From an optimization exercise on the open Yosys and OpenROAD flow, aimed at small area; shortcuts taken in it are not production practice. In this exercise RTL edits were held to simulation tests only and were not proved equivalent to the original.

== nickel ==
==> flow/design.v (excerpt) <==
module fsx #(
    parameter integer F_CLK_HZ = 400
) (
    input  wire        clk,
    input  wire        rst,
    input  wire        rx_valid,
    input  wire [7:0]  rx_data,
    input  wire        chan_fail,
    output reg         tx_valid,
    output reg  [7:0]  tx_data,
    input  wire        tx_ready,
    input  wire        h_we,
    input  wire [4:0]  h_addr,
    input  wire [15:0] h_wdata,
    output reg  [15:0] h_rdata,
    output wire        irq,
    output wire        link_fail,
    input  wire [31:0] cfg_preamble,         
    input  wire [7:0]  cfg_addr_main,
    input  wire [7:0]  cfg_addr_remote,
    input  wire [7:0]  cfg_addr_pump,
    input  wire [7:0]  cfg_cmd_set,
    input  wire [7:0]  cfg_cmd_telem,
    input  wire [8:0]  cfg_telem_frame_len,  
    input  wire [7:0]  cfg_off_pwatt,
    input  wire [7:0]  cfg_off_prpm,
    input  wire [3:0]  cfg_off_eq1,          
    input  wire [3:0]  cfg_off_eq2,          
    input  wire [3:0]  cfg_off_hour,         
    input  wire [3:0]  cfg_off_min,          
    input  wire [7:0]  cfg_off_wtemp,        
    input  wire [7:0]  cfg_off_atemp,        
    input  wire [71:0] cfg_feature_id        
);
Size: roughly 410 flip-flops, roughly 260 I/O pins.
export LEC_CHECK = 0
export CAP_MARGIN = 0
export CORE_MARGIN = 2
export CORE_UTILIZATION = 55
export CTS_BUF_LIST = sky130_fd_sc_hd__clkbuf_4
export SLEW_MARGIN = 0
create_clock -name core_clock -period 10.0 [get_ports {clk}]
standard.sh (not shown) runs the stock make flow with config.mk's settings and CLKGATE_MAP_FILE= SYNTH_SCRIPT=/design/flow/synth_recipe.tcl, a recipe that flattens the netlist after the stock synthesis.
==> flow/flow/run.sh <==
#!/bin/bash
set -euo pipefail
export BUFFER_PORTS_ARGS="-buffer_cell sky130_fd_sc_hd__buf_1"
bash standard.sh finish > flow_make.log 2>&1
Edits applied to the flow inputs when going from nickel to amber:
Settings: SLEW_MARGIN changed from 0 to 20; CTS_BUF_LIST removed (was sky130_fd_sc_hd__clkbuf_4); CAP_MARGIN changed from 0 to 20; CORE_UTILIZATION changed from 55 to 25.
==> flow/run.sh (new file) <==
#!/bin/bash
# synth_recipe.tcl (not shown) runs the flow's synth.tcl, then flattens the netlist and writes it again
# the make line also repeats each setting of config.mk as NAME=value (left out here)
make -C /OpenROAD-flow-scripts/flow DESIGN_CONFIG=/design/flow/config.mk WORK_HOME=/design/flow/orfs CLKGATE_MAP_FILE= SYNTH_SCRIPT=/design/flow/synth_recipe.tcl finish
removed: flow/flow/run.sh
removed: flow/standard.sh
Looking at endpoint arrival time on the critical path, amber sits 760 ps higher than nickel does.
Delta (amber minus nickel): total via count in the routed design down 2.9%; detailed route wirelength on metal2 increased 12%.
Comparing amber and nickel, the higher filler-free cell count of the finished design is on amber.
After detailed routing, nickel needs less wire than amber.
Sort amber and nickel by global-route usage, descending, and nickel comes first.
Changes in quartz relative to amber:
Settings: CTS_CLUSTER_DIAMETER newly set to 60; CTS_BUF_LIST newly set to sky130_fd_sc_hd__clkbuf_16; CTS_CLUSTER_SIZE newly set to 30; CORE_UTILIZATION changed from 25 to 55.
==> flow/flow/run.sh (new file) <==
#!/bin/bash
set -euo pipefail
export BUFFER_PORTS_ARGS="-buffer_cell sky130_fd_sc_hd__buf_1"
bash standard.sh finish > flow_make.log 2>&1
==> flow/standard.sh (new file) <==
#!/bin/bash
# synth_recipe.tcl (not shown) runs the flow's synth.tcl, then flattens the netlist and writes it again
# the make line also repeats each setting of config.mk as NAME=value (left out here)
make -C /OpenROAD-flow-scripts/flow DESIGN_CONFIG=/design/flow/config.mk WORK_HOME=/design/flow/orfs CLKGATE_MAP_FILE= SYNTH_SCRIPT=/design/flow/synth_recipe.tcl "${@:-finish}"
removed: flow/run.sh
==> comparison <==
Comparing final worst slack for amber and quartz, the smaller number came from amber.
amber → quartz: final worst hold slack level; routed wire length has decreased; number of cells in the finished layout apart from fillers moved down.
The total routing usage reported by global routing of quartz exceeds that of amber by 17 points.
Comparing quartz against amber, there is no change at all in synthesized netlist net count.
Die area on quartz is ahead of amber.
When the final numbers for amber and quartz were put side by side, the end-of-flow core utilization turned out to be smaller in amber.

what the ideal ports hide:
Ports are ideal in the flow. The routed layouts listed here were re-timed in OpenROAD.
Step 1: set_driving_cell puts a clkbuf_16 on clk and a buf_2 on each other input, an assumption about the parent block.
Step 2 also shifts input and output timing later by t, the mid clock arrival at the registers, as if the neighbouring blocks saw the same clock.
a / b / c = ideal ports / drivers / drivers and shift; a / b = the first two.
run	t, ns	setup slack, ns	clock arrival spread, ns
nickel	0.820	2.296 / 2.269 / 2.269	0.089 / 0.090
amber	0.645	1.543 / 1.519 / 1.519	0.025 / 0.025
quartz	0.657	2.239 / 2.213 / 2.213	0.040 / 0.041
After both steps setup and hold are still met in every run listed. For nickel, which loses most, drivers alone change the setup slack by -0.027 ns; drivers and shift together by -0.027 ns.
